From an optimization exercise on the open Yosys and OpenROAD flow, aimed at small area, a short achievable clock period and few clock cycles per item; shortcuts taken in it are not production practice. The RTL was checked by simulation tests, not by an equivalence proof against the original design. Power is estimated from default activity; no workload was simulated.

==> flow/run.sh <==
#!/bin/bash
set -euo pipefail
export SETUP_SLACK_MARGIN=5.3
export BUFFER_PORTS_ARGS="-buffer_cell sky130_fd_sc_hd__buf_2"
bash standard.sh > standard.log 2>&1
==> config.mk <==
export PLATFORM = sky130hd
export DESIGN_NAME = speckr_core
export DESIGN_NICKNAME = speckr_core
export VERILOG_FILES = /design/flow/design.v
export SDC_FILE = /design/flow/constraint.sdc
export NUM_CORES = 4
export LEC_CHECK = 0
export CAP_MARGIN = 20
export CORE_MARGIN = 2
export CORE_UTILIZATION = 45
export SLEW_MARGIN = 20
export TNS_END_PERCENT = 0
==> standard.sh <==
#!/bin/bash
# synth_recipe.tcl (not shown) runs the flow's synth.tcl, then flattens the netlist and writes it again
# the make line also repeats each setting of config.mk as NAME=value (left out here)
make -C /OpenROAD-flow-scripts/flow DESIGN_CONFIG=/design/flow/config.mk WORK_HOME=/design/flow/orfs CLKGATE_MAP_FILE= SYNTH_SCRIPT=/design/flow/synth_recipe.tcl "${@:-finish}"
==> constraint.sdc <==
create_clock -name core_clock -period 11.0 [get_ports {clk}]
set_input_delay 2.2000 -clock core_clock [delete_from_list [all_inputs] [get_ports {clk}]]
set_output_delay 2.2000 -clock core_clock [all_outputs]
set_load 0.01 [all_outputs]
==> design.v <==
module speckr_core (
    input  wire        clk,
    input  wire        rst,         
    input  wire        start,
    input  wire [2:0]  cmd,
    output wire        ready,
    output reg         done,
    input  wire [95:0] key,         
    input  wire [63:0] din,         
    input  wire [63:0] pidx,
    input  wire [63:0] psize,
    input  wire [63:0] boff,
    output reg  [63:0] dout,        
    output wire [63:0] ctr,
    output wire [4:0]  rk_offset
);
    localparam [2:0] CMD_KEY_EXPAND = 3'd1;
    localparam [2:0] CMD_ENC_CTR    = 3'd3;
    localparam [2:0] CMD_ENC_POS    = 3'd4;
    localparam [2:0] CMD_RESET_CTR  = 3'd5;
    localparam [2:0] CMD_LOAD_CTR   = 3'd6;
    localparam [4:0] CTR_LASTC = 5'd3;      
    localparam [4:0] MUL_LASTC = 5'd7;      
    localparam [4:0] POS_LASTC = 5'd20;     
    localparam [4:0] KEY_LASTC = 5'd9;      
    function [31:0] bswap32;
        input [31:0] v;
        begin
            bswap32 = {v[7:0], v[15:8], v[23:16], v[31:24]};
        end
    endfunction
    function [63:0] bswap2;
        input [63:0] v;
        begin
            bswap2 = {bswap32(v[63:32]), bswap32(v[31:0])};
        end
    endfunction
    function [95:0] kstep;
        input [95:0] s;
        input [4:0]  p;
        reg   [31:0] sum;
        begin
            sum   = {s[39:32], s[63:40]} + s[31:0];
            kstep = {sum ^ {27'd0, p}, s[95:64], sum ^ ({s[28:0], s[31:29]} ^ {27'd0, p})};
        end
    endfunction
    function [63:0] cround;
        input [63:0] s;
        input [31:0] k;
        reg   [31:0] sum;
        begin
            sum    = {s[39:32], s[63:40]} + s[31:0];
            cround = {sum ^ k, sum ^ ({s[28:0], s[31:29]} ^ k)};
        end
    endfunction
    function [127:0] csa;     
        input [63:0] a, b, c;
        begin
            csa = {((a & b) | (a & c) | (b & c)) << 1, a ^ b ^ c};
        end
    endfunction
    reg        busy;
    reg        op_ctr, op_pos, op_key;
    reg        mph;         
    reg [4:0]  cnt;
    reg        last;        
    reg        wrap;        
    reg [63:0] ctr_q;
    reg [4:0]  ofs_q;
    reg [95:0] m_q;
    reg [95:0] w_q;
    reg [4:0]  wpos;        
    reg [4:0]  wrem;        
    reg [95:0] p_q;
    reg [4:0]  ppos;
    reg [4:0]  prem;
    reg [63:0] s_q;         
    reg [63:0] mc_q;        
    reg [1:0]  mcin;        
    reg        bprev;       
    reg        mfirst;      
    reg [7:0]  mlo_s, mlo_c;    
    assign ready     = ~busy;
    assign ctr       = ctr_q;
    assign rk_offset = ofs_q;
    wire accept = start & ~busy;
    wire a_key  = accept & (cmd == CMD_KEY_EXPAND);
    wire a_ctr  = accept & (cmd == CMD_ENC_CTR);
    wire a_pos  = accept & (cmd == CMD_ENC_POS);
    wire a_rst  = accept & (cmd == CMD_RESET_CTR);
    wire a_load = accept & (cmd == CMD_LOAD_CTR);
    wire [95:0] w1 = kstep(w_q, wpos);
    wire [95:0] w2 = kstep(w1, wpos + 5'd1);
    wire [95:0] p1 = kstep(p_q, ppos);
    wire [95:0] p2 = kstep(p1, ppos + 5'd1);
    wire       wrap_now = (ofs_q >= 5'd11);
    wire [4:0] pdo  = busy ? prem : (wrap_now ? ofs_q - 5'd11 : 5'd0);
    wire [1:0] ptap = (pdo >= 5'd2) ? 2'd2 : pdo[1:0];
    wire [95:0] p_step = (ptap == 2'd2) ? p2 : (ptap == 2'd1) ? p1 : p_q;
    wire [1:0] wtap = (wrem >= 5'd2) ? 2'd2 : wrem[1:0];
    wire [31:0] k0 = op_pos ? p_q[31:0] : w_q[31:0];
    wire [31:0] k1 = op_pos ? p1[31:0]  : w1[31:0];
    wire [63:0] r1 = cround(s_q, k0);
    wire [63:0] r2 = cround(r1, k1);
    wire [63:0] r_last = op_pos ? r2 : r1;
    wire [63:0] r_out  = {din[63:32] ^ r_last[31:0], din[31:0] ^ r_last[63:32]};
    wire [63:0] xq = busy ? bswap2(s_q) : pidx;
    reg  [63:0] brow [0:3];
    reg  [3:0]  bneg;
    integer bj;
    reg  b2, b1, b0, bone, btwo;
    always @(*) begin
        for (bj = 0; bj < 4; bj = bj + 1) begin
            b2 = xq[2*bj+1];
            b1 = xq[2*bj];
            b0 = (bj == 0) ? busy & bprev : xq[2*bj-1];
            bone = b1 ^ b0;
            btwo = (b2 & ~b1 & ~b0) | (~b2 & b1 & b0);
            bneg[bj] = b2 & ~(b1 & b0);
            brow[bj] = (({64{bone}} & psize) | ({64{btwo}} & {psize[62:0], 1'b0})) ^ {64{bneg[bj]}};
            brow[bj] = brow[bj] << (2 * bj);
        end
        for (bj = 1; bj < 4; bj = bj + 1)
            brow[bj][2*bj-2] = bneg[bj-1];
    end
    wire [63:0] ms_in = ~busy ? {boff[60:0], 3'b000} : p_q[63:0];
    wire [63:0] mc_in = ~busy ? {57'd0, bneg[3], 6'd0} : mc_q;
    wire [8:0]  mret0 = mlo_s + mlo_c;
    wire [1:0]  mcin_in = mfirst ? {1'b0, mret0[8]} : mcin;
    wire [127:0] cs1 = csa(ms_in, mc_in, brow[0]);
    wire [127:0] cs2 = csa(brow[1], brow[2], brow[3]);
    wire [127:0] cs3 = csa(cs1[63:0], cs1[127:64], cs2[63:0]);
    wire [127:0] cs4 = csa(cs3[63:0], cs3[127:64], cs2[127:64]);
    wire [9:0]  mret   = cs4[7:0] + cs4[71:64] + mcin_in + {busy & bneg[3], 6'd0};
    wire [63:0] ms_nxt = {8'd0, cs4[63:8]};
    wire [63:0] mc_nxt = {8'd0, cs4[127:72]};
    wire [63:0] xs_nxt = bswap2(~busy ? {8'd0, xq[63:8]} :
                                mfirst ? {mret[7:0], mret0[7:0], xq[55:8]} : {mret[7:0], xq[63:8]});
    wire [4:0] ofs_plus = ofs_q + 5'd7;
    wire [4:0] ofs_next = (ofs_plus >= 5'd18) ? ofs_plus - 5'd18 : ofs_plus;
    wire        ctr_inc = busy & last & op_ctr;
    wire [63:0] ctr_d   = (rst | a_rst) ? 64'd0 : a_load ? din : ctr_inc ? ctr_q + 64'd1 : ctr_q;
    always @(posedge clk) begin
        ctr_q <= ctr_d;
        if (rst | a_rst)
            ofs_q <= 5'd0;
        else if (ctr_inc)
            ofs_q <= ofs_next;
    end
    always @(posedge clk) begin
        if (rst | a_rst | a_load | (busy & last & (op_ctr | op_pos)))
            s_q <= bswap2(ctr_d);
        else if (a_pos | busy & mph)
            s_q <= xs_nxt;
        else if (a_ctr | (busy & (op_ctr | op_pos)))
            s_q <= r2;
        else
            s_q <= bswap2(ctr_d);
    end
    always @(posedge clk)
        dout <= r_out;
    always @(posedge clk) begin
        mc_q  <= mc_nxt;
        mcin   <= mret[9:8];
        bprev  <= xq[7];
        mfirst <= ~busy;
        mlo_s  <= cs4[7:0];
        mlo_c  <= cs4[71:64];
    end
    always @(posedge clk) begin
        if (a_key)
            m_q <= key;
    end
    always @(posedge clk) begin
        if (rst) begin
            wpos <= 5'd0;
        end else if (a_key) begin
            w_q  <= key;
            wpos <= 5'd0;
            wrem <= ofs_q;
        end else if (a_rst) begin
            w_q  <= p_q;             
            wpos <= 5'd0;
        end else if (a_ctr) begin
            w_q  <= w2;
            wpos <= wpos + 5'd2;
        end else if (busy & op_ctr) begin
            if (last & wrap) begin
                w_q  <= p_q;
                wpos <= ppos;
            end else if (last) begin
                w_q  <= w1;
                wpos <= wpos + 5'd1;
            end else begin
                w_q  <= w2;
                wpos <= wpos + 5'd2;
            end
        end else if (busy & op_key) begin
            w_q  <= (wtap == 2'd2) ? w2 : (wtap == 2'd1) ? w1 : w_q;
            wpos <= wpos + wtap;
            wrem <= wrem - wtap;
        end
    end
    always @(posedge clk) begin
        if (rst | ~busy & ~accept | busy & last | busy & mph & (cnt == MUL_LASTC)) begin
            p_q  <= m_q;
            ppos <= 5'd0;
            prem <= 5'd26;
        end else if (a_pos | busy & mph) begin
            p_q[63:0] <= ms_nxt;
        end else if (a_ctr | busy & (op_ctr | op_pos)) begin
            p_q  <= p_step;
            ppos <= ppos + ptap;
            prem <= pdo - ptap;
        end
    end
    always @(posedge clk) begin
        if (rst) begin
            busy <= 1'b0;
            done <= 1'b0;
            cnt  <= 5'd0;
            last <= 1'b0;
            mph  <= 1'b0;
            op_key <= 1'b0;
            op_ctr <= 1'b0;
            op_pos <= 1'b0;
        end else begin
            done <= 1'b0;
            if (!busy) begin
                cnt <= 5'd1;
                if (a_key | a_ctr | a_pos) begin
                    busy   <= 1'b1;
                    op_key <= a_key;
                    op_ctr <= a_ctr;
                    op_pos <= a_pos;
                    mph    <= a_pos;
                    wrap   <= wrap_now;
                    last   <= 1'b0;
                end else if (accept) begin
                    done <= 1'b1;
                end
            end else begin
                cnt  <= cnt + 5'd1;
                last <= op_ctr & (cnt == CTR_LASTC - 5'd1) |
                        op_pos & (cnt == POS_LASTC - 5'd1) |
                        op_key & (cnt == KEY_LASTC - 5'd1);
                if (cnt == MUL_LASTC)
                    mph <= 1'b0;
                if (last) begin
                    busy   <= 1'b0;
                    done   <= 1'b1;
                    op_key <= 1'b0;
                    op_ctr <= 1'b0;
                    op_pos <= 1'b0;
                end
            end
        end
    end
endmodule
==> results_dict.tcl, run 1 <==
set metrics [dict create \
    status "finished clean" \
    postPlaceCellArea_mm2 0.0568 \
    r2r_cells 23 \
    yosysSeqAreaShare 0.280 \
    p_leak_nw 26.5 \
    drtPass1Iterations 8 \
    finalCritPeriodShare 0.544 \
    wl_met1_um 100000 \
    worstSetupPathType "reg2reg" \
    ys_ff_latch 592 \
    fin_crit_ns 5.99 \
    fin_util 0.539 \
    p_sw_frac 0.543 \
    ir_worst_vdd_mv 0.275 \
    endpoint_kind "flip-flop" \
    p_int_mw 12.0 \
    drcViolationCount 0 \
    cts_num_sinks 592 \
    cts_root_buffer "clkbuf_16" \
    die_w_um 347 \
    setup_tns_ns 0 \
    port_buffers 489 \
    synth_cell_type_count 101 \
    dp_hpwl_um 204000 \
    layout-drive-gt1-share 0.193 \
    p_seq_frac 0.140 \
    avgViaCountPerCell 6.42 \
    fin_nets 7172 \
    rsz0062_at_grt "yes" \
    synth_edf_count 294 \
    fmax_mhz 167 \
    die_h_um 347 \
    overflow 0 \
    p_switching_mw 14.2 \
    dr_wl_met3_um 31900 \
    yosysMostFrequentCell "xnor2_1" \
    dieArea_mm2 0.120 \
    grt_antenna_before_repair 37 \
    clkPwrFrac 0.100 \
    gp_congestion 1.05 \
    crit_arrival_ns 6.44 \
    async_reset_ff_frac 0 \
    setup_viol 0 \
    syn_area_per_cell_um2 9.01 \
    clkTransAtPathRegs_ns 0.06 \
    antenna_left 0 \
    grt_max_degree 107 \
    hold_slack_ns 0.479 \
    fin_area_mm2 0.0627 \
    grt_pass1_wl_um 365000 \
    numCtsBuffers 76 \
    fp-row-count 125 \
    met2_length_um 114000 \
    drv_slew 0 \
    synthFlopType "dfxtp_1" \
    tritoncts "built" \
    routed.top_layer "met5" \
    clockBufferDepth 3 \
    clock_skew_ns 0.0390 \
    netlist_top_cells_count "xnor2_1 (473), inv_1 (425), nand2_1 (423), xor2_1 (412), nor2_1 (402)" \
    synth.top_cell.area_share 0.167 \
    cp-start-kind "flip-flop" \
    synth_area_leaders "edfxtp_1 (17%), dfxtp_1 (11%), fa_1 (9.2%)" \
    required_ns 11.45 \
    relSlewSlack 0.276 \
    yosysTopAreaCell "edfxtp_1" \
    core-area_mm2 0.116 \
    final_hold_viol_count 0 \
    synth_cells 5870 \
    worstPathMaxFanout 6 \
    ios 493 \
    wl_um 268000 \
    power_per_cell_area_mw_per_mm2 419 \
    comb_power_share 0.760 \
    drt_iter0_markers 6681 \
    grt_pass1_vias 47536 \
    wl_per_cell_um 33.8 \
    start_util 0.454 \
    routed-via-count 50827 \
    yosysWarningCount 2 \
    maxCapViolCount 0 \
    hold_path_depth 2 \
    grtUsageTotal 0.428 \
    h-tree-depth 3 \
    hold_class "reg2reg" \
    synthesis.area_mm2 0.0529 \
    worst_slew_pin_slew_ns 1.09 \
    insertion_delay_ns 0.70 \
    syn2layout_area_growth_pct 18.6 \
    power_mw 26.2 \
]
[power groups by stage]
| stage | Clock (mW) | Sequential, mW | Combinational [mW] |
|---|---|---|---|
| 3_3_place_gp | 0 | 3.68 | 17.7 |
| 6_report | 2.62 | 3.68 | 20.0 |
| 3_5_place_dp | 0 | 3.68 | 17.8 |
| 2_1_floorplan | 0 | 3.36 | 11.2 |
| 5_1_grt | 2.70 | 3.65 | 20.7 |
| 4_1_cts | 2.62 | 3.61 | 18.8 |
[cell usage in the layout, fill, tap and decap left out, drive strengths merged, types with 50 or more instances in the layout]
master and n:
o221ai 50, xnor2 481, a211oi 107, inv 431, edfxtp 294, a21oi 389
nor3 61, mux2 79, o21ai 325, ha 247, buf 734, nand2 424
xor2 416, a221oi 50, fa 244, dfxtp 298, a21o 105, and2 77
nor2 404, mux2i 173, nand3 84, a22oi 280, clkbuf 103
[per-stage QoR]
step | setup WS [ns] | cells
6_report | 5.01 | 7922
5_1_grt | 4.94 | 7908
4_1_cts | 5.13 | 7856
3_5_place_dp | 3.34 | 7620
3_3_place_gp | 3.38 | 7620
2_1_floorplan | 4.31 | 5871
[layer usage]
metal / vias to the layer above / GRT usage
li1: 21561 / -
met1: 25070 / 0.538
met2: 3422 / 0.632
met3: 750 / 0.126
met4: 24 / 0.297
met5: - / 0
[logic make-up (layout without fill, tap and decap cells)]
group           count (synthesis)  count (layout)  synth area share
compound gates               1596            1597             0.201
simple gates                 1226            1226             0.104
xor+xnor                      909             909             0.155
buf+inv                       803            1313            0.0587
flops                         592             592             0.280
fa+ha+maj                     491             491             0.151
mux                           252             252            0.0496
other cells                     1              18         0.0000709
[worst paths after layout]
check	from	to	slack (ns)
worst min-delay path	prem[1]$_SDFFE_PN1P_	prem[1]$_SDFFE_PN1P_	0.48
worst min register to register	prem[1]$_SDFFE_PN1P_	prem[1]$_SDFFE_PN1P_	0.48
worst max-delay path	p_q[40]$_DFFE_PP_	p_q[31]$_DFFE_PP_	5.01
worst max register to register	p_q[40]$_DFFE_PP_	p_q[31]$_DFFE_PP_	5.01
[critical path, cell delays in order, from the launching register on]
cell       delay [ns]
edfxtp_1         0.51
ha_2             0.26
inv_1            0.05
fa_1             0.41
nand2b_2         0.25
a211oi_4         0.33
o2111ai_4        0.18
a211oi_2         0.31
o22ai_2          0.15
xor2_2           0.35
xor2_2           0.16
inv_2            0.26
ha_2             0.41
and4_1           0.20
a221oi_4         0.30
nand3b_1         0.13
o22ai_1          0.23
o211ai_1         0.15
a31o_2           0.26
a21o_1           0.23
xor2_1           0.16
xnor2_1          0.23
a211o_1          0.15
nand3_1          0.06
[registers in the layout, indices dropped and copies added (netlist names), 6 cells and up]
name   count
m_q       96
mlo_c      6
mlo_s      8
mc_q      56
s_q       64
dout      64
p_q       96
w_q       96
ctr_q     64
[what timing repair did]
item	in CTS	in global routing
buffers inserted	87	47
pin swaps	65	51
hold endpoints to repair	0	0
hold buffers	0	0
cloned	12	3
resized for setup	228	90
endpoints found under the setup margin	199	138
[cell type report]
class	instances	area [µm²]
Antenna cell	16	40.0
Clock buffer	100	2120
Clock inverter	37	410
Fill cell	10958	53700
Inverter	428	1620
Multi-Input combinational cell	4477	36700
Sequential cell	592	14800
Tap cell	1524	1910
Timing Repair Buffer	748	5040
Testbench counts, summed over its fixed seeds: cycles 21,791, items 2,400.
==> run 2, diff against run 1 <==
==> flow/run.sh (replaced) <==
#!/bin/bash
set -euo pipefail
export SETUP_SLACK_MARGIN=5.2
export BUFFER_PORTS_ARGS="-buffer_cell sky130_fd_sc_hd__buf_2"
bash standard.sh > standard.log 2>&1
--- a/config.mk
+++ b/config.mk
@@ -7,6 +7,6 @@
 export LEC_CHECK = 0
 export CAP_MARGIN = 20
 export CORE_MARGIN = 2
-export CORE_UTILIZATION = 45
+export CORE_UTILIZATION = 48
 export SLEW_MARGIN = 20
 export TNS_END_PERCENT = 0
==> run 2 against run 1 <==
Setup slack better by 0.057 ns. Die area down 6.2%. Via count rose by 0.70%. Synthesized cell count unchanged. Sequential share of layout area barely moved. Power grew 0.25%.
==> results_dict.tcl, run 2 <==
set metrics [dict create \
    status "finished clean" \
    p_seq_frac 0.141 \
    gp_congestion 1.09 \
    clkPwrFrac 0.097 \
    fp-row-count 121 \
    die_w_um 336 \
    ys_ff_latch 592 \
    synth_xor_area_frac 0.155 \
    path_delay_family "adder cells" \
    multi_input_area_mm2 0.0368 \
    final_common_cell "buf_2" \
    synth_edf_count 294 \
    clockBufferDepth 3 \
    ir_worst_vdd_mv 0.372 \
    fin_nets 7186 \
    crit_path_max_incr_delay_ns 0.54 \
    cts_hold_buffers 0 \
    synthesis.area_mm2 0.0529 \
    synth_cell_type_count 101 \
    top_regs "m_q x96, p_q x96, w_q x96" \
    cp-startpoint "pidx[0]" \
    hold_class "reg2reg" \
    antenna_left 0 \
    required_ns 11.57 \
    routed-via-count 51185 \
    layout-drive-gt1-share 0.196 \
    port_buffers 489 \
    dieArea_mm2 0.113 \
    reg2reg_from "w_q[0]$_DFFE_PP_" \
    synth_compound_area_frac 0.201 \
    rsz0062_at_grt "yes" \
    numCtsBuffers 74 \
    start_util 0.485 \
    worst_slew_pin_slew_ns 1.18 \
    hold_path_depth 2 \
    worstPathMaxFanout 6 \
    cts_root_buffer "clkbuf_16" \
    grtUsageTotal 0.453 \
    cp-start-kind "primary input" \
    cts_num_sinks 592 \
    grt_max_degree 86 \
    ios 493 \
    cp_common_cell "fa_1" \
    r2r_cells 17 \
    fin_crit_ns 5.93 \
    drtPass1Iterations 10 \
    yosysWarningCount 2 \
    clock_skew_ns 0.0466 \
    crit_path_cell_trace "buf_2, mux2i_4, inv_2, ha_4, buf_16, a22oi_2, xnor2_2, fa_1, inv_1, fa_1, fa_1, inv_1, fa_1, ha_4, inv_1, o21bai_4, xor2_2, a22oi_1, o21ai_1" \
    die_h_um 336 \
    final_hold_viol_count 0 \
    maxCapViolCount 0 \
    grt_pass1_vias 47298 \
    wl_um 266000 \
    setup_viol 0 \
    async_reset_ff_frac 0 \
    seqCellArea_mm2 0.0148 \
    synth_area_leaders "edfxtp_1 (17%), dfxtp_1 (11%), fa_1 (9.2%)" \
    tritoncts "built" \
    fin_util 0.575 \
    grt_pass1_wl_um 359000 \
    grt_antenna_before_repair 31 \
    dp_hpwl_um 203000 \
    fillers 10006 \
    syn_area_per_cell_um2 9.01 \
    path_buf_inv 6 \
    power_per_cell_area_mw_per_mm2 420 \
    synth_top_family_by_area "compound AO/OA/AOI/OAI gates" \
    worstSetupPathType "in2reg" \
    overflow 0 \
    drcViolationCount 0 \
    p_switching_mw 14.3 \
    slowest_stage "fa_1" \
    yosysMostFrequentCell "xnor2_1" \
    final_cell_mix "buf_2 (489), xnor2_1 (425), inv_1 (419)" \
    drt_iter0_markers 7130 \
    path_depth 19 \
    p_int_mw 12.0 \
    core-area_mm2 0.109 \
    p_leak_nw 26.6 \
    comb_power_share 0.761 \
    syn2layout_area_growth_pct 18.6 \
    endpoint_kind "flip-flop" \
    synth_cells 5870 \
    h-tree-depth 3 \
    yosysSeqAreaShare 0.280 \
    muxShareOfSynthArea 0.0496 \
    power_mw 26.3 \
    hold_path.startpoint "prem[1]$_SDFFE_PN1P_" \
    crit_arrival_ns 6.50 \
    relSlewSlack 0.211 \
    setup_tns_ns 0 \
    drv_slew 0 \
    insertion_delay_ns 0.68 \
    dp_cells 7506 \
    synth_fa_ha_area_frac 0.151 \
    finalCritPeriodShare 0.539 \
    wl_per_cell_um 33.9 \
    netlist_top_cells_count "xnor2_1 (473), inv_1 (425), nand2_1 (423), xor2_1 (412), nor2_1 (402)" \
    avgViaCountPerCell 6.53 \
    clkTransAtPathRegs_ns 0.06 \
    synth.top_cell.area_share 0.167 \
    synth_simple_gate_area_frac 0.104 \
    synthFlopType "dfxtp_1" \
    p_sw_frac 0.542 \
    fmax_mhz 169 \
    yosysTopAreaCell "edfxtp_1" \
    stdcell_count 7836 \
]
run 2: cell counts after synthesis:
No cell type changed its count.
run 2: layout make-up:
| type | count | area share |
|---|---|---|
| diodes | 29 | 0.00116 |
| multi-input cells | 4477 | 0.587 |
| clock buffers | 99 | 0.0333 |
| flip-flops and latches | 592 | 0.236 |
| inverters | 428 | 0.0258 |
| well taps | 1414 | 0.0282 |
| clock inverters | 33 | 0.00565 |
| repair buffers | 764 | 0.0824 |
run 2: what timing repair did:
item	in CTS	in global routing
gates cloned	11	7
pin swaps	43	61
gates resized for setup	170	146
buffers inserted	78	72
setup endpoints to repair	187	141
run 2: worst min-delay path, stage by stage, from the launching register on:
cell,delay (ns)
dfxtp_1,0.31
nand2_1,0.06
nand3_1,0.06
run 2: metal layers:
layer	vias up	share of wire	GRT usage
li1	21639	-	-
met1	25158	0.37	0.568
met2	3586	0.42	0.663
met3	792	0.12	0.134
met4	10	0.087	0.322
met5	-	0.0011	0.0102
run 2: power groups by stage:
stage	Combinational [mW]	Clock (mW)	Sequential (mW)
6_report	20.0	2.56	3.72
5_1_grt	20.8	2.63	3.67
4_1_cts	18.5	2.56	3.65
3_5_place_dp	17.7	0	3.72
3_3_place_gp	17.7	0	3.71
2_1_floorplan	11.2	0	3.36
run 2: path summary, 6_finish.rpt:
kind,slack (ns),endpoint
hold / removal,0.49,prem[1]$_SDFFE_PN1P_
setup / recovery,5.07,s_q[39]$_DFF_P_
setup reg to reg,5.07,w_q[30]$_DFFE_PP_
hold reg to reg,0.49,prem[1]$_SDFFE_PN1P_
run 2: kinds of logic (layout without fill, tap and decap cells):
family	after synthesis	in the layout
compound gates	1596	1597
xor+xnor	909	909
fa+ha+maj	491	491
buf+inv	803	1324
flops	592	592
mux	252	252
other cells	1	31
simple gates	1226	1226
run 2: through the flow:
step	hold slack, ns	area (µm²)	setup WS (ns)
6_report	0.487	62700	5.07
5_1_grt	0.513	62600	4.90
4_1_cts	0.484	61100	5.03
3_5_place_dp	0.464	56600	3.28
3_3_place_gp	0.458	56600	3.34
2_1_floorplan	0.441	52900	4.31
==> run 3, diff against run 2 <==
--- a/design.v
+++ b/design.v
@@ -78,8 +78,6 @@
     reg [63:0] mc_q;        
     reg [1:0]  mcin;        
     reg        bprev;       
-    reg        mfirst;      
-    reg [7:0]  mlo_s, mlo_c;    
     assign ready     = ~busy;
     assign ctr       = ctr_q;
     assign rk_offset = ofs_q;
@@ -105,6 +103,7 @@
     wire [63:0] r_last = op_pos ? r2 : r1;
     wire [63:0] r_out  = {din[63:32] ^ r_last[31:0], din[31:0] ^ r_last[63:32]};
     wire [63:0] xq = busy ? bswap2(s_q) : pidx;
+    wire [63:0] ms = busy ? p_q[63:0] : {boff[60:0], 3'b000};    
     reg  [63:0] brow [0:3];
     reg  [3:0]  bneg;
     integer bj;
@@ -123,19 +122,14 @@
         for (bj = 1; bj < 4; bj = bj + 1)
             brow[bj][2*bj-2] = bneg[bj-1];
     end
-    wire [63:0] ms_in = ~busy ? {boff[60:0], 3'b000} : p_q[63:0];
-    wire [63:0] mc_in = ~busy ? {57'd0, bneg[3], 6'd0} : mc_q;
-    wire [8:0]  mret0 = mlo_s + mlo_c;
-    wire [1:0]  mcin_in = mfirst ? {1'b0, mret0[8]} : mcin;
-    wire [127:0] cs1 = csa(ms_in, mc_in, brow[0]);
+    wire [127:0] cs1 = csa(ms, busy ? mc_q : 64'd0, brow[0]);
     wire [127:0] cs2 = csa(brow[1], brow[2], brow[3]);
     wire [127:0] cs3 = csa(cs1[63:0], cs1[127:64], cs2[63:0]);
     wire [127:0] cs4 = csa(cs3[63:0], cs3[127:64], cs2[127:64]);
-    wire [9:0]  mret   = cs4[7:0] + cs4[71:64] + mcin_in + {busy & bneg[3], 6'd0};
+    wire [9:0]  mret   = cs4[7:0] + cs4[71:64] + (busy ? mcin : 2'd0) + {bneg[3], 6'd0};
     wire [63:0] ms_nxt = {8'd0, cs4[63:8]};
     wire [63:0] mc_nxt = {8'd0, cs4[127:72]};
-    wire [63:0] xs_nxt = bswap2(~busy ? {8'd0, xq[63:8]} :
-                                mfirst ? {mret[7:0], mret0[7:0], xq[55:8]} : {mret[7:0], xq[63:8]});
+    wire [63:0] xs_nxt = bswap2({mret[7:0], xq[63:8]});
     wire [4:0] ofs_plus = ofs_q + 5'd7;
     wire [4:0] ofs_next = (ofs_plus >= 5'd18) ? ofs_plus - 5'd18 : ofs_plus;
     wire        ctr_inc = busy & last & op_ctr;
@@ -157,15 +151,14 @@
         else
             s_q <= bswap2(ctr_d);
     end
-    always @(posedge clk)
-        dout <= r_out;
+    always @(posedge clk) begin
+        if (busy & last & (op_ctr | op_pos))
+            dout <= r_out;
+    end
     always @(posedge clk) begin
         mc_q  <= mc_nxt;
-        mcin   <= mret[9:8];
-        bprev  <= xq[7];
-        mfirst <= ~busy;
-        mlo_s  <= cs4[7:0];
-        mlo_c  <= cs4[71:64];
+        mcin  <= mret[9:8];
+        bprev <= xq[7];
     end
     always @(posedge clk) begin
         if (a_key)
@@ -179,7 +172,7 @@
             wpos <= 5'd0;
             wrem <= ofs_q;
         end else if (a_rst) begin
-            w_q  <= p_q;             
+            w_q  <= m_q;
             wpos <= 5'd0;
         end else if (a_ctr) begin
             w_q  <= w2;
==> run.sh (new file) <==
#!/bin/bash
# synth_recipe.tcl (not shown) runs the flow's synth.tcl, then flattens the netlist and writes it again
# the make line also repeats each setting of config.mk as NAME=value (left out here)
make -C /OpenROAD-flow-scripts/flow DESIGN_CONFIG=/design/flow/config.mk WORK_HOME=/design/flow/orfs CLKGATE_MAP_FILE= SYNTH_SCRIPT=/design/flow/synth_recipe.tcl finish
--- a/config.mk
+++ b/config.mk
@@ -7,6 +7,7 @@
 export LEC_CHECK = 0
 export CAP_MARGIN = 20
 export CORE_MARGIN = 2
-export CORE_UTILIZATION = 48
+export CORE_UTILIZATION = 40
+export SETUP_SLACK_MARGIN = 5
 export SLEW_MARGIN = 20
 export TNS_END_PERCENT = 0
removed: flow/run.sh
removed: standard.sh
==> run 3 against run 2 <==
Largest cell class unchanged. Still clean on timing, DRC and antenna. Sequential power down 7.3%. Critical path depth down 4. Via count decreased by 1.9%.
==> results_dict.tcl, run 3 <==
set metrics [dict create \
    setup_viol 0 \
    die_w_um 368 \
    status "finished clean" \
    numCtsBuffers 75 \
    synth_area_leaders "edfxtp_1 (20%), fa_1 (9.2%), xnor2_1 (8.7%)" \
    tritoncts "built" \
    ys_ff_latch 577 \
    syn_area_per_cell_um2 9.08 \
    final_hold_viol_count 0 \
    synth_cell_type_count 91 \
    fin_util 0.494 \
    overflow 0 \
    hold_path.startpoint "prem[1]$_SDFFE_PN1P_" \
    clockBufferDepth 3 \
    dieArea_mm2 0.136 \
    cp-startpoint "op_pos$_SDFFE_PP0P_" \
    r2r_cells 15 \
    p_leak_nw 25.4 \
    syn2layout_area_growth_pct 22.5 \
    worstSetupPathType "reg2reg" \
    required_ns 11.54 \
    ios 493 \
    fp-row-count 133 \
    routed-via-count 50230 \
    dp_hpwl_um 205000 \
    dp_cells 7827 \
    synthFlopType "edfxtp_1" \
    wl_um 265000 \
    async_reset_ff_frac 0 \
    avgViaCountPerCell 6.22 \
    path_buf_inv 1 \
    clkTransAtPathRegs_ns 0.06 \
    start_util 0.403 \
    synthesis.area_mm2 0.0531 \
    rsz0062_at_grt "yes" \
    final_cell_mix "clkdlybuf4s50_1 (482), xnor2_1 (477), inv_1 (418)" \
    fmax_mhz 161 \
    grtUsageTotal 0.378 \
    core-area_mm2 0.132 \
    drtPass1Iterations 10 \
    worstPathMaxFanout 26 \
    reg2reg_from "op_pos$_SDFFE_PP0P_" \
    relSlewSlack 0.178 \
    fillers 12378 \
    grt_antenna_before_repair 18 \
    finalCritPeriodShare 0.565 \
    power_mw 24.8 \
    ir_worst_vdd_mv 0.247 \
    synth_edf_count 358 \
    fin_crit_ns 6.21 \
    yosysTopAreaCell "edfxtp_1" \
    synth_cells 5848 \
    drv_slew 0 \
    h-tree-depth 3 \
    yosysSeqAreaShare 0.285 \
    grt_max_degree 83 \
    fin_nets 7095 \
    drcViolationCount 0 \
    yosysWarningCount 2 \
    port_buffers 489 \
    hold_path_depth 2 \
    clock_skew_ns 0.0455 \
    slowest_stage "o31ai_1" \
    stdcell_count 8075 \
    die_h_um 368 \
    insertion_delay_ns 0.73 \
    netlist_top_cells_count "xnor2_1 (528), inv_1 (427), o21ai_0 (406), nand2_1 (384), nor2_1 (361)" \
    cp-start-kind "flip-flop" \
    setup_tns_ns 0 \
    grt_pass1_vias 48137 \
    drt_iter0_markers 6309 \
    power_per_cell_area_mw_per_mm2 381 \
    cts_num_sinks 577 \
    worst_slew_pin_slew_ns 1.22 \
    maxCapViolCount 0 \
    antenna_left 0 \
    hold_class "reg2reg" \
    endpoint_kind "flip-flop" \
    wl_per_cell_um 32.8 \
    top_regs "m_q x96, p_q x96, w_q x96" \
    crit_path_cell_trace "buf_6, mux2i_1, xnor2_1, xor2_1, ha_1, a21oi_1, nor2_1, o31a_1, o31ai_1, a21oi_1, o21a_1, nor2_1, xnor2_2, xnor2_1, o21ai_0" \
    path_delay_family "compound AO/OA/AOI/OAI gates" \
    grt_pass1_wl_um 365000 \
    gp_congestion 1.02 \
    final_common_cell "clkdlybuf4s50_1" \
    crit_path_max_incr_delay_ns 0.67 \
    rrSetupSlack_ns 4.79 \
    cts_root_buffer "clkbuf_16" \
    yosysMostFrequentCell "xnor2_1" \
    layout-drive-gt1-share 0.109 \
    crit_arrival_ns 6.75 \
    synth.top_cell.area_share 0.203 \
    rr_endpoint "s_q[13]$_DFF_P_" \
    hold_end "prem[1]$_SDFFE_PN1P_" \
]
[run 3: cell types whose count changed in the layout (fill, tap and decap cells not counted), sizes merged, moves of 32 or more]
cell / delta
nand2: -40
clkdlybuf4s50: +482
a21oi: -44
xor2: -63
o21ai: +89
a22oi: +68
buf: -537
xnor2: +49
nor2: -42
edfxtp: +64
dfxtp: -79
a211oi: -32
[run 3: layout make-up]
type                    count  area, µm²  area share
repair buffers            708       6950       0.107
inverters                 431       1630      0.0251
flip-flops and latches    577      15200       0.233
well taps                1755       2200      0.0338
clock buffers             100       2060      0.0317
diodes                      5       12.5    0.000192
multi-input cells        4460      36600       0.562
clock inverters            39        442     0.00679
[run 3: tightest hold or removal path: cells and delay by family, from the launching register on]
kind	cells	cell delay [ns]
DFF	1	0.31
and+or+nand+nor	2	0.11
[run 3: repair_timing]
action,4_1_cts,5_1_grt
pin swaps,49,51
setup endpoints to repair,204,119
cloned,11,0
buffers inserted,51,42
hold buffers,0,0
gates resized for setup,213,84
[run 3: how the worst max path moves through the flow]
stage,slack [ns],end,depth (start not counted)
2_1_floorplan,4.47,s_q[39]$_DFF_P_,20
3_3_place_gp,2.59,s_q[39]$_DFF_P_,20
3_5_place_dp,2.51,s_q[39]$_DFF_P_,20
4_1_cts,4.88,dout[31]$_DFFE_PP_,25
5_1_grt,4.72,s_q[39]$_DFF_P_,20
6_report,4.79,s_q[13]$_DFF_P_,15
[run 3: logic make-up (layout without fill, tap and decap cells)]
kind of cell,after synthesis,after routing,share of synthesized area
flops,577,577,0.285
simple gates,1138,1139,0.0975
xor+xnor,890,890,0.150
buf+inv,813,1278,0.0589
mux,269,269,0.0526
fa+ha+maj,484,484,0.148
compound gates,1676,1676,0.208
other cells,1,7,0.0000707
[run 3: power by group]
group | internal (mW) | switching (mW) | total (mW)
clock | 1.44 | 1.16 | 2.59
combinational | 6.93 | 11.8 | 18.7
sequential | 2.88 | 0.574 | 3.45
total | 11.2 | 13.5 | 24.8
[run 3: metrics by stage]
step	setup slack, ns	hold WS, ns	cell area, µm²
final	4.79	0.473	65000
after CTS	4.88	0.475	64300
after global routing	4.72	0.503	65000
after global placement	2.59	0.462	59800
after floorplan	4.47	0.440	53200
after detailed placement	2.51	0.466	59900
[run 3: layer usage]
| layer | part of all wire | vias to the layer above | global-route usage |
|---|---|---|---|
| met5 | 0.00010 | - | 0 |
| met4 | 0.075 | 4 | 0.232 |
| met3 | 0.10 | 574 | 0.0774 |
| met2 | 0.44 | 3146 | 0.587 |
| met1 | 0.38 | 24898 | 0.481 |
| li1 | - | 21608 | - |
Testbench counts of run 3, summed over its fixed seeds: cycles 21,791, items 2,400.
==> run 4, diff against run 3 <==
==> flow/run.sh (new file) <==
#!/bin/bash
set -euo pipefail
export SETUP_SLACK_MARGIN=5.4
export BUFFER_PORTS_ARGS="-buffer_cell sky130_fd_sc_hd__buf_2"
bash standard.sh > standard.log 2>&1
==> standard.sh (new file) <==
#!/bin/bash
# synth_recipe.tcl (not shown) runs the flow's synth.tcl, then flattens the netlist and writes it again
# the make line also repeats each setting of config.mk as NAME=value (left out here)
make -C /OpenROAD-flow-scripts/flow DESIGN_CONFIG=/design/flow/config.mk WORK_HOME=/design/flow/orfs CLKGATE_MAP_FILE= SYNTH_SCRIPT=/design/flow/synth_recipe.tcl "${@:-finish}"
--- a/config.mk
+++ b/config.mk
@@ -8,6 +8,5 @@
 export CAP_MARGIN = 20
 export CORE_MARGIN = 2
 export CORE_UTILIZATION = 40
-export SETUP_SLACK_MARGIN = 5
 export SLEW_MARGIN = 20
 export TNS_END_PERCENT = 0
removed: run.sh
==> run 4 against run 3 <==
Still clean. Clock-buffer cell count increased by 1. Wire length shrank 1.0%. Via count down 0.30%. Utilization decreased by 2.0 points. Critical path type is now in2reg. Critical endpoint is now s_q[39]$_DFF_P_. Highest routed layer unchanged.
==> results_dict.tcl, run 4 <==
set metrics [dict create \
    drcViolationCount 0 \
    synth_cell_type_count 91 \
    relSlewSlack 0.206 \
    ir_worst_vdd_mv 0.241 \
    hold_class "reg2reg" \
    r2r_cells 21 \
    grt_pass1_vias 47692 \
    p_switching_mw 13.4 \
    dp_hpwl_um 202000 \
    comb_power_share 0.757 \
    p_leak_nw 25.4 \
    fillers 12728 \
    fin_area_mm2 0.0623 \
    tritoncts "built" \
    avgViaCountPerCell 6.21 \
    start_util 0.403 \
    die_h_um 368 \
    worst_slew_pin_slew_ns 1.18 \
    drv_slew 0 \
    port_buffers 489 \
    synth.top_cell.area_share 0.203 \
    insertion_delay_ns 0.73 \
    setup_viol 0 \
    hold_path.startpoint "prem[1]$_SDFFE_PN1P_" \
    hold_end "prem[1]$_SDFFE_PN1P_" \
    syn2layout_area_growth_pct 17.4 \
    routed-via-count 50079 \
    p_seq_frac 0.141 \
    fin_crit_ns 6.15 \
    async_reset_ff_frac 0 \
    yosysWarningCount 2 \
    final_hold_viol_count 0 \
    endpoint_kind "flip-flop" \
    fin_util 0.473 \
    rrSetupSlack_ns 4.94 \
    cts_root_buffer "clkbuf_16" \
    dp_cells 7826 \
    synth_edf_count 358 \
    netlist_top_cells_count "xnor2_1 (528), inv_1 (427), o21ai_0 (406), nand2_1 (384), nor2_1 (361)" \
    crit_arrival_ns 6.78 \
    synthFlopType "edfxtp_1" \
    wl_um 262000 \
    gp_congestion 0.998 \
    grt_max_degree 102 \
    overflow 0 \
    synth_cells 5848 \
    status "finished clean" \
    h-tree-depth 3 \
    die_w_um 368 \
    final_common_cell "buf_2" \
    wl_per_cell_um 32.5 \
    clockBufferDepth 3 \
    fp-row-count 133 \
    layout-drive-gt1-share 0.177 \
    stdcell_count 8061 \
    ys_ff_latch 577 \
    ios 493 \
    required_ns 11.63 \
    yosysTopAreaCell "edfxtp_1" \
    core-area_mm2 0.132 \
    postPlaceCellArea_mm2 0.0574 \
    rsz0062_at_grt "yes" \
    worstSetupPathType "in2reg" \
    power_per_cell_area_mw_per_mm2 394 \
    hold_path_depth 2 \
    seqCellArea_mm2 0.0152 \
    cp-start-kind "primary input" \
    dieArea_mm2 0.136 \
    fmax_mhz 163 \
    clock_skew_ns 0.0495 \
    p_int_mw 11.2 \
    worstPathMaxFanout 11 \
    antenna_left 0 \
    p_sw_frac 0.545 \
    place_ws_ns 2.93 \
    hold_slack_ns 0.476 \
    multi_input_area_mm2 0.0365 \
    clkPwrFrac 0.103 \
    maxCapViolCount 0 \
    fin_ws_ns 4.85 \
    reg2reg_from "p_q[0]$_DFFE_PP_" \
    setup_tns_ns 0 \
    grtUsageTotal 0.375 \
    final_cell_mix "buf_2 (489), xnor2_1 (480), inv_1 (422)" \
    drtPass1Iterations 6 \
    rr_endpoint "p_q[28]$_DFFE_PP_" \
    cts_num_sinks 577 \
    cts_hold_buffers 0 \
    fin_nets 7075 \
    clkTransAtPathRegs_ns 0.06 \
    synthesis.area_mm2 0.0531 \
    grt_pass1_wl_um 362000 \
    top_regs "m_q x96, p_q x96, w_q x96" \
    drt_iter0_markers 6497 \
    numCtsBuffers 74 \
    yosysMostFrequentCell "xnor2_1" \
    yosysSeqAreaShare 0.285 \
    power_mw 24.5 \
    syn_area_per_cell_um2 9.08 \
    grt_antenna_before_repair 21 \
    finalCritPeriodShare 0.559 \
    synth_area_leaders "edfxtp_1 (20%), fa_1 (9.2%), xnor2_1 (8.7%)" \
]
run 4: how the worst max path moves through the flow:
| stage | startpoint | endpoint | slack (ns) | cells past startpoint |
|---|---|---|---|---|
| after floorplan | pidx[4] | s_q[39]$_DFF_P_ | 4.47 | 20 |
| final | pidx[3] | s_q[39]$_DFF_P_ | 4.85 | 19 |
| after global routing | pidx[0] | s_q[39]$_DFF_P_ | 4.80 | 21 |
| after CTS | pidx[0] | s_q[39]$_DFF_P_ | 4.96 | 21 |
| after global placement | pidx[5] | s_q[39]$_DFF_P_ | 2.93 | 20 |
| after detailed placement | pidx[5] | s_q[39]$_DFF_P_ | 2.93 | 20 |
run 4: logic make-up (layout without fill, tap and decap cells):
family          after synthesis  after routing  synth area share
buf+inv                     813           1257            0.0589
flops                       577            577             0.285
simple gates               1138           1139            0.0975
xor+xnor                    890            890             0.150
compound gates             1676           1676             0.208
fa+ha+maj                   484            484             0.148
mux                         269            269            0.0526
other cells                   1             14         0.0000707
run 4: critical path, cell delays in order:
cell,delay (ns)
buf_2,0.12
mux2i_4,0.32
inv_2,0.10
ha_4,0.21
nor2_4,0.42
xor2_1,0.22
fa_1,0.44
inv_1,0.08
fa_1,0.43
fa_1,0.49
inv_1,0.05
fa_1,0.49
inv_1,0.06
ha_4,0.22
o21a_1,0.12
o21a_1,0.21
o21ai_4,0.27
o31ai_2,0.10
a2bb2oi_1,0.19
run 4: area by class of cell:
class,instances,area share
Multi-Input combinational cell,4460,0.585
Sequential cell,577,0.243
Timing Repair Buffer,689,0.0718
Tap cell,1755,0.0352
Clock buffer,101,0.0326
Inverter,431,0.0261
Clock inverter,36,0.00540
Antenna cell,12,0.000482
run 4: timing repair:
action / in CTS / in global routing
setup buffers: 58 / 13
resized for setup: 204 / 49
gates cloned: 15 / 0
pin swaps: 46 / 20
setup endpoints to repair: 245 / 193
run 4: power by group through the flow:
stage                     Sequential (mW)  Clock [mW]  Combinational [mW]
after floorplan                      3.10           0                10.6
after global placement               3.46           0                16.8
after detailed placement             3.46           0                16.8
after CTS                            3.40        2.52                17.8
after global routing                 3.43        2.60                19.5
final                                3.45        2.52                18.6
run 4: metal layers:
| metal | vias to the layer above | track usage | routed length [µm] |
|---|---|---|---|
| met5 | - | 0 | 85 |
| met2 | 3332 | 0.582 | 115000 |
| met3 | 660 | 0.0798 | 29100 |
| met1 | 24524 | 0.472 | 97600 |
| met4 | 14 | 0.240 | 20200 |
| li1 | 21549 | - | - |
==> run 5, diff against run 4 <==
==> flow/run.sh (replaced) <==
#!/bin/bash
set -euo pipefail
export SETUP_SLACK_MARGIN=5.2
export BUFFER_PORTS_ARGS="-buffer_cell sky130_fd_sc_hd__buf_2"
bash standard.sh > standard.log 2>&1
--- a/config.mk
+++ b/config.mk
@@ -7,6 +7,6 @@
 export LEC_CHECK = 0
 export CAP_MARGIN = 20
 export CORE_MARGIN = 2
-export CORE_UTILIZATION = 40
+export CORE_UTILIZATION = 48
 export SLEW_MARGIN = 20
 export TNS_END_PERCENT = 0
==> run 5 against run 4 <==
Still clean on timing, DRC and antenna. Critical path type is now reg2reg. Final cell count decreased by 3.6%. First-iteration DRC count increased by 10%. Final area decreased by 1.2%. Worst hold slack got worse by 0.0070 ns. Global-route usage increased by 7.3 points. Clock power about the same. Wire length decreased by 0.48%. Critical endpoint is now s_q[20]$_DFF_P_. Clock-buffer cell count decreased by 6. Synthesized cell count unchanged.
==> results_dict.tcl, run 5 <==
set metrics [dict create \
    ios 493 \
    final_cell_mix "xnor2_1 (489), buf_2 (489), inv_1 (423)" \
    yosysTopAreaCell "edfxtp_1" \
    layout-drive-gt1-share 0.171 \
    clock_skew_ns 0.0317 \
    yosysMostFrequentCell "xnor2_1" \
    numCtsBuffers 75 \
    maxCapViolCount 0 \
    antenna_left 0 \
    routed-via-count 50608 \
    dr_wl_met3_um 33000 \
    fmax_mhz 164 \
    setup_viol 0 \
    avgViaCountPerCell 6.51 \
    endpoint_kind "flip-flop" \
    p_seq_frac 0.145 \
    die_w_um 337 \
    place_ws_ns 3.24 \
    yosysSeqAreaShare 0.285 \
    fin_nets 7063 \
    relSlewSlack 0.190 \
    async_reset_ff_frac 0 \
    power_mw 24.3 \
    multi_input_area_mm2 0.0361 \
    drt_iter0_markers 7159 \
    fin_crit_ns 6.11 \
    met2_length_um 111000 \
    h-tree-depth 3 \
    cts_root_buffer "clkbuf_16" \
    routed.top_layer "met5" \
    wl_um 261000 \
    p_sw_frac 0.548 \
    fp-row-count 121 \
    comb_power_share 0.752 \
    worstSetupPathType "reg2reg" \
    synthFlopType "edfxtp_1" \
    dp_hpwl_um 200000 \
    netlist_top_cells_count "xnor2_1 (528), inv_1 (427), o21ai_0 (406), nand2_1 (384), nor2_1 (361)" \
    gp_congestion 1.03 \
    synth_cell_type_count 91 \
    syn_area_per_cell_um2 9.08 \
    hold_class "reg2reg" \
    synth_cells 5848 \
    worst_slew_pin_slew_ns 1.21 \
    p_int_mw 11.0 \
    synth_edf_count 358 \
    wl_met1_um 96900 \
    final_hold_viol_count 0 \
    seqCellArea_mm2 0.0151 \
    cts_num_sinks 577 \
    wl_per_cell_um 33.5 \
    clkPwrFrac 0.103 \
    yosysWarningCount 2 \
    die_h_um 337 \
    clkTransAtPathRegs_ns 0.06 \
    required_ns 11.50 \
    grt_antenna_before_repair 20 \
    start_util 0.486 \
    finalCritPeriodShare 0.556 \
    synth.top_cell.area_share 0.203 \
    power_per_cell_area_mw_per_mm2 394 \
    drv_slew 0 \
    p_switching_mw 13.3 \
    synthesis.area_mm2 0.0531 \
    crit_arrival_ns 6.62 \
    grtUsageTotal 0.448 \
    setup_tns_ns 0 \
    ir_worst_vdd_mv 0.237 \
    tritoncts "built" \
    rsz0062_at_grt "yes" \
    cts_hold_buffers 0 \
    cp-start-kind "flip-flop" \
    syn2layout_area_growth_pct 16.0 \
    fin_util 0.563 \
    top_regs "m_q x96, p_q x96, w_q x96" \
    grt_max_degree 151 \
    drtPass1Iterations 6 \
    port_buffers 489 \
    grt_pass1_vias 47271 \
    insertion_delay_ns 0.68 \
    drcViolationCount 0 \
    synth_area_leaders "edfxtp_1 (20%), fa_1 (9.2%), xnor2_1 (8.7%)" \
    grt_pass1_wl_um 357000 \
    clockBufferDepth 3 \
    fin_ws_ns 4.89 \
    worstPathMaxFanout 5 \
    ys_ff_latch 577 \
    p_leak_nw 25.3 \
    status "finished clean" \
    fillers 10214 \
    dieArea_mm2 0.113 \
    core-area_mm2 0.109 \
    overflow 0 \
]
## run 5: cell counts after synthesis
Identical to the previous run, type by type.
## run 5: cell type report
cell class / instances / share of cell area
clock inverter: 44 / 0.00644
antenna: 12 / 0.000488
clock buffer: 95 / 0.0327
inverter: 431 / 0.0264
multi-input combinational: 4460 / 0.587
sequential: 577 / 0.246
timing repair buffer: 676 / 0.0714
tap: 1476 / 0.0300
## run 5: power by group through the flow
stage	Combinational (mW)	Sequential (mW)	Clock [mW]
2_1_floorplan	10.6	3.10	0
3_3_place_gp	16.6	3.50	0
3_5_place_dp	16.7	3.50	0
4_1_cts	17.5	3.43	2.51
5_1_grt	19.1	3.46	2.58
6_report	18.3	3.51	2.51
## run 5: layer usage
| layer | vias up | track usage |
|---|---|---|
| li1 | 21531 | - |
| met1 | 24971 | 0.566 |
| met2 | 3394 | 0.670 |
| met3 | 690 | 0.142 |
| met4 | 22 | 0.266 |
| met5 | - | 0.00766 |
## run 5: stage by stage
stage | cells | hold WS, ns | area [µm²]
final | 7771 | 0.470 | 61600
after global routing | 7764 | 0.516 | 61600
after CTS | 7751 | 0.473 | 61300
after detailed placement | 7533 | 0.460 | 57000
after global placement | 7532 | 0.459 | 56900
after floorplan | 5849 | 0.440 | 53200
## run 5: final timing paths
kind	startpoint	end	slack, ns	cells after the start
max	s_q[40]$_DFF_P_	s_q[20]$_DFF_P_	4.89	20
min	prem[1]$_SDFFE_PN1P_	prem[1]$_SDFFE_PN1P_	0.47	2
max reg2reg	s_q[40]$_DFF_P_	s_q[20]$_DFF_P_	4.89	20
min reg2reg	prem[1]$_SDFFE_PN1P_	prem[1]$_SDFFE_PN1P_	0.47	2
## run 5: worst max-delay path, cell delays in order, from the launching register on
cell and delay [ns]:
dfxtp_1 0.34, ha_1 0.24, fa_2 0.39, a211oi_2 0.31
o21ai_2 0.16, a21oi_1 0.25, xnor2_1 0.28, inv_1 0.10
ha_1 0.25, fa_1 0.49, a211oi_1 0.24, o21ai_0 0.23
a211oi_2 0.40, a2bb2oi_1 0.30, o21a_1 0.30, o21bai_1 0.10
a21oi_1 0.19, xnor2_1 0.36, xor2_1 0.57, xnor2_1 0.25
o221ai_1 0.18
## run 5: kinds of logic after synthesis
kind of cell    Yosys count  synth area share
compound gates         1676             0.208
simple gates           1138            0.0975
xor+xnor                890             0.150
buf+inv                 813            0.0589
flops                   577             0.285
fa+ha+maj               484             0.148
mux                     269            0.0526
other cells               1         0.0000707
## run 5: timing repair
item | CTS | global route
endpoints found under the setup margin | 181 | 120
gates resized for setup | 165 | 40
pin swaps | 40 | 12
buffers inserted | 64 | 7
hold endpoints to repair | 0 | 0
cloned | 15 | 1
==> run 6, diff against run 5 <==
--- a/design.v
+++ b/design.v
@@ -151,10 +151,8 @@
         else
             s_q <= bswap2(ctr_d);
     end
-    always @(posedge clk) begin
-        if (busy & last & (op_ctr | op_pos))
-            dout <= r_out;
-    end
+    always @(posedge clk)
+        dout <= r_out;
     always @(posedge clk) begin
         mc_q  <= mc_nxt;
         mcin  <= mret[9:8];
@@ -172,7 +170,7 @@
             wpos <= 5'd0;
             wrem <= ofs_q;
         end else if (a_rst) begin
-            w_q  <= m_q;
+            w_q  <= p_q;             
             wpos <= 5'd0;
         end else if (a_ctr) begin
             w_q  <= w2;
==> flow/run.sh (replaced) <==
#!/bin/bash
set -euo pipefail
export SETUP_SLACK_MARGIN=5.3
export BUFFER_PORTS_ARGS="-buffer_cell sky130_fd_sc_hd__buf_2"
bash standard.sh > standard.log 2>&1
--- a/config.mk
+++ b/config.mk
@@ -7,6 +7,6 @@
 export LEC_CHECK = 0
 export CAP_MARGIN = 20
 export CORE_MARGIN = 2
-export CORE_UTILIZATION = 48
+export CORE_UTILIZATION = 45
 export SLEW_MARGIN = 20
 export TNS_END_PERCENT = 0
==> run 6 against run 5 <==
Utilization decreased by 3.2 points. Clock-buffer cell count down 3. Global-route usage down 3.7 points. Still clean on timing, DRC and antenna. Synthesized cell count increased by 0.67%. Largest cell class unchanged.
==> results_dict.tcl, run 6 <==
set metrics [dict create \
    status "finished clean" \
    path_depth 16 \
    synth_edf_count 294 \
    p_sw_frac 0.543 \
    p_leak_nw 25.5 \
    fin_nets 7120 \
    wl_um 255000 \
    worstSetupPathType "reg2reg" \
    insertion_delay_ns 0.71 \
    overflow 0 \
    p_seq_frac 0.137 \
    clockBufferDepth 3 \
    synth_area_leaders "edfxtp_1 (17%), dfxtp_1 (11%), fa_1 (9.2%)" \
    fillers 11062 \
    setup_tns_ns 0 \
    cts_hold_buffers 0 \
    antenna_left 0 \
    yosysSeqAreaShare 0.274 \
    wl_met1_um 96400 \
    cp_common_cell "xnor2_1" \
    cts_num_sinks 577 \
    yosysWarningCount 2 \
    p_switching_mw 13.8 \
    crit_path_max_incr_delay_ns 0.70 \
    synthFlopType "edfxtp_1" \
    final_common_cell "buf_2" \
    netlist_top_cells_count "xnor2_1 (502), nand2_1 (408), inv_1 (407), nor2_1 (404), a21oi_1 (399)" \
    drcViolationCount 0 \
    drv_slew 0 \
    ys_ff_latch 577 \
    stdcell_count 7872 \
    gp_congestion 1.04 \
    dp_hpwl_um 198000 \
    clock_skew_ns 0.0436 \
    cp-startpoint "w_q[4]$_DFFE_PP_" \
    drtPass1Iterations 8 \
    clkTransAtPathRegs_ns 0.06 \
    endpoint_kind "flip-flop" \
    path_delay_family "compound AO/OA/AOI/OAI gates" \
    final_hold_viol_count 0 \
    rr_endpoint "w_q[22]$_DFFE_PP_" \
    grt_pass1_vias 47794 \
    crit_path_cell_trace "ha_1, o211ai_1, o21ai_2, nand2_1, xor2_1, xnor2_1, ha_1, a2111oi_0, a21bo_2, a31oi_2, a31oi_1, o21bai_1, xnor2_1, xnor2_1, a21oi_1, o21ai_0" \
    yosysMostFrequentCell "xnor2_1" \
    rrSetupSlack_ns 4.92 \
    drt_iter0_markers 6515 \
    grt_max_degree 102 \
    synthesis.area_mm2 0.0529 \
    cp-start-kind "flip-flop" \
    fmax_mhz 164 \
    dr_wl_met3_um 28800 \
    tritoncts "built" \
    final_cell_mix "buf_2 (488), xnor2_1 (473), nand2_1 (403)" \
    relSlewSlack 0.160 \
    crit_arrival_ns 6.51 \
    worstPathMaxFanout 5 \
    rsz0062_at_grt "yes" \
    grtUsageTotal 0.411 \
    comb_power_share 0.758 \
    cts_root_buffer "clkbuf_16" \
    p_int_mw 11.6 \
    port_buffers 489 \
    synth_cell_type_count 106 \
    hold_class "reg2reg" \
    slowest_stage "xor2_1" \
    syn2layout_area_growth_pct 16.9 \
    h-tree-depth 3 \
    dp_cells 7619 \
    fp-row-count 125 \
    die_h_um 347 \
    syn_area_per_cell_um2 8.98 \
    yosysTopAreaCell "edfxtp_1" \
    setup_viol 0 \
    worst_slew_pin_slew_ns 1.25 \
    ios 493 \
    top_regs "m_q x96, p_q x96, w_q x96" \
    synth.top_cell.area_share 0.167 \
    wl_per_cell_um 32.5 \
    numCtsBuffers 74 \
    core-area_mm2 0.116 \
    path_buf_inv 0 \
    power_mw 25.5 \
    r2r_cells 16 \
    maxCapViolCount 0 \
    layout-drive-gt1-share 0.181 \
    reg2reg_from "w_q[4]$_DFFE_PP_" \
    async_reset_ff_frac 0 \
    finalCritPeriodShare 0.553 \
    routed-via-count 50232 \
    clkPwrFrac 0.105 \
    crit_path_end "w_q[22]$_DFFE_PP_" \
    met2_length_um 110000 \
    start_util 0.454 \
    avgViaCountPerCell 6.38 \
    die_w_um 347 \
    dieArea_mm2 0.120 \
    synth_cells 5887 \
    required_ns 11.43 \
    grt_pass1_wl_um 353000 \
    fin_crit_ns 6.08 \
    routed.top_layer "met5" \
    grt_antenna_before_repair 23 \
    ir_worst_vdd_mv 0.242 \
    power_per_cell_area_mw_per_mm2 412 \
]
-- run 6: area by class of cell --
type / instances / area, µm² / area share
inverter: 410 / 1550 / 0.0251
antenna: 16 / 40.0 / 0.000648
clock buffer: 92 / 2020 / 0.0327
clock inverter: 38 / 564 / 0.00913
tap: 1524 / 1910 / 0.0308
multi-input combinational: 4514 / 36700 / 0.594
sequential: 577 / 14500 / 0.235
timing repair buffer: 701 / 4500 / 0.0729
-- run 6: worst min path at each step --
stage / from / end / slack (ns) / cells after the start
5_1_grt: prem[1]$_SDFFE_PN1P_ / prem[1]$_SDFFE_PN1P_ / 0.52 / 2
6_report: prem[1]$_SDFFE_PN1P_ / prem[1]$_SDFFE_PN1P_ / 0.48 / 2
2_1_floorplan: prem[1]$_SDFFE_PN1P_ / prem[1]$_SDFFE_PN1P_ / 0.44 / 2
3_5_place_dp: prem[1]$_SDFFE_PN1P_ / prem[1]$_SDFFE_PN1P_ / 0.46 / 2
4_1_cts: prem[1]$_SDFFE_PN1P_ / prem[1]$_SDFFE_PN1P_ / 0.47 / 2
3_3_place_gp: prem[1]$_SDFFE_PN1P_ / prem[1]$_SDFFE_PN1P_ / 0.46 / 2
-- run 6: tightest hold or removal path, stage by stage, from the launching register on --
cell and delay (ns):
dfxtp_1 0.31, nand2_1 0.05, nand3_1 0.06
-- run 6: power by group through the flow --
stage	Sequential, mW	Combinational (mW)	Clock, mW
2_1_floorplan	3.26	11.1	0
3_3_place_gp	3.48	17.5	0
3_5_place_dp	3.49	17.6	0
4_1_cts	3.43	18.2	2.68
5_1_grt	3.46	20.2	2.75
6_report	3.48	19.3	2.68
-- run 6: repair_timing --
action,CTS,global route
cloned,9,0
pin swaps,52,56
setup buffers,65,32
gates resized for setup,145,87
endpoints found under the setup margin,207,154
-- run 6: cells by family after synthesis --
group,after synthesis,share of synthesized area
AND/OR/NAND/NOR,1219,0.104
buffers and inverters,798,0.0588
XOR/XNOR,904,0.155
other,1,0.0000709
flip-flops,577,0.274
AO/OA/AOI/OAI,1645,0.208
adder cells (fa/ha/maj),484,0.149
multiplexers,259,0.0508
-- run 6: through the flow --
| step | area (µm²) | setup slack [ns] | hold slack (ns) | util |
|---|---|---|---|---|
| finish | 61800 | 4.92 | 0.477 | 0.531 |
| global route | 61800 | 4.96 | 0.519 | 0.531 |
| CTS | 61000 | 5.07 | 0.473 | 0.525 |
| detailed placement | 56800 | 3.41 | 0.459 | 0.488 |
| global placement | 56800 | 3.39 | 0.459 | 0.488 |
| floorplan | 53100 | 4.60 | 0.441 | - |
-- run 6: metal layers --
metal,track usage,up-vias
li1,-,21582
met5,0,-
met1,0.522,24827
met2,0.621,3138
met3,0.100,667
met4,0.273,18
Testbench counts of run 6, summed over its fixed seeds: cycles 21,791, items 2,400.

==> separate check: timing with driven ports <==
The flow's constraints put no driver on any port. The routed layouts listed below were extracted and timed again, unchanged, in two steps.
Step 1 (the two cells are an assumption about what drives the block):
set clk [get_ports {clk}]
set_driving_cell -lib_cell sky130_fd_sc_hd__clkbuf_16 $clk
set_driving_cell -lib_cell sky130_fd_sc_hd__buf_2 [delete_from_list [all_inputs] $clk]
Step 2 also shifts input and output timing later by t, the mid clock arrival at the registers, as if the neighbouring blocks saw the same clock.
Slacks: no drivers / after step 1 / after step 2; pairs: no drivers / after step 1.
| run | t, ns | setup WS [ns] | clock arrival spread, ns |
|---|---|---|---|
| run 1 | 0.768 | 5.012 / 5.012 / 4.372 | 0.039 / 0.039 |
| run 2 | 0.737 | 5.069 / 5.072 / 4.398 | 0.049 / 0.050 |
| run 3 | 0.784 | 4.788 / 4.788 / 4.081 | 0.047 / 0.047 |
| run 4 | 0.776 | 4.855 / 4.908 / 4.132 | 0.050 / 0.049 |
| run 5 | 0.743 | 4.887 / 4.887 / 4.293 | 0.033 / 0.032 |
| run 6 | 0.760 | 4.917 / 4.917 / 4.303 | 0.044 / 0.044 |
After both steps every run listed still meets setup and hold. For run 4, which loses most, drivers alone change the setup slack by +0.053 ns; drivers and shift together by -0.723 ns.
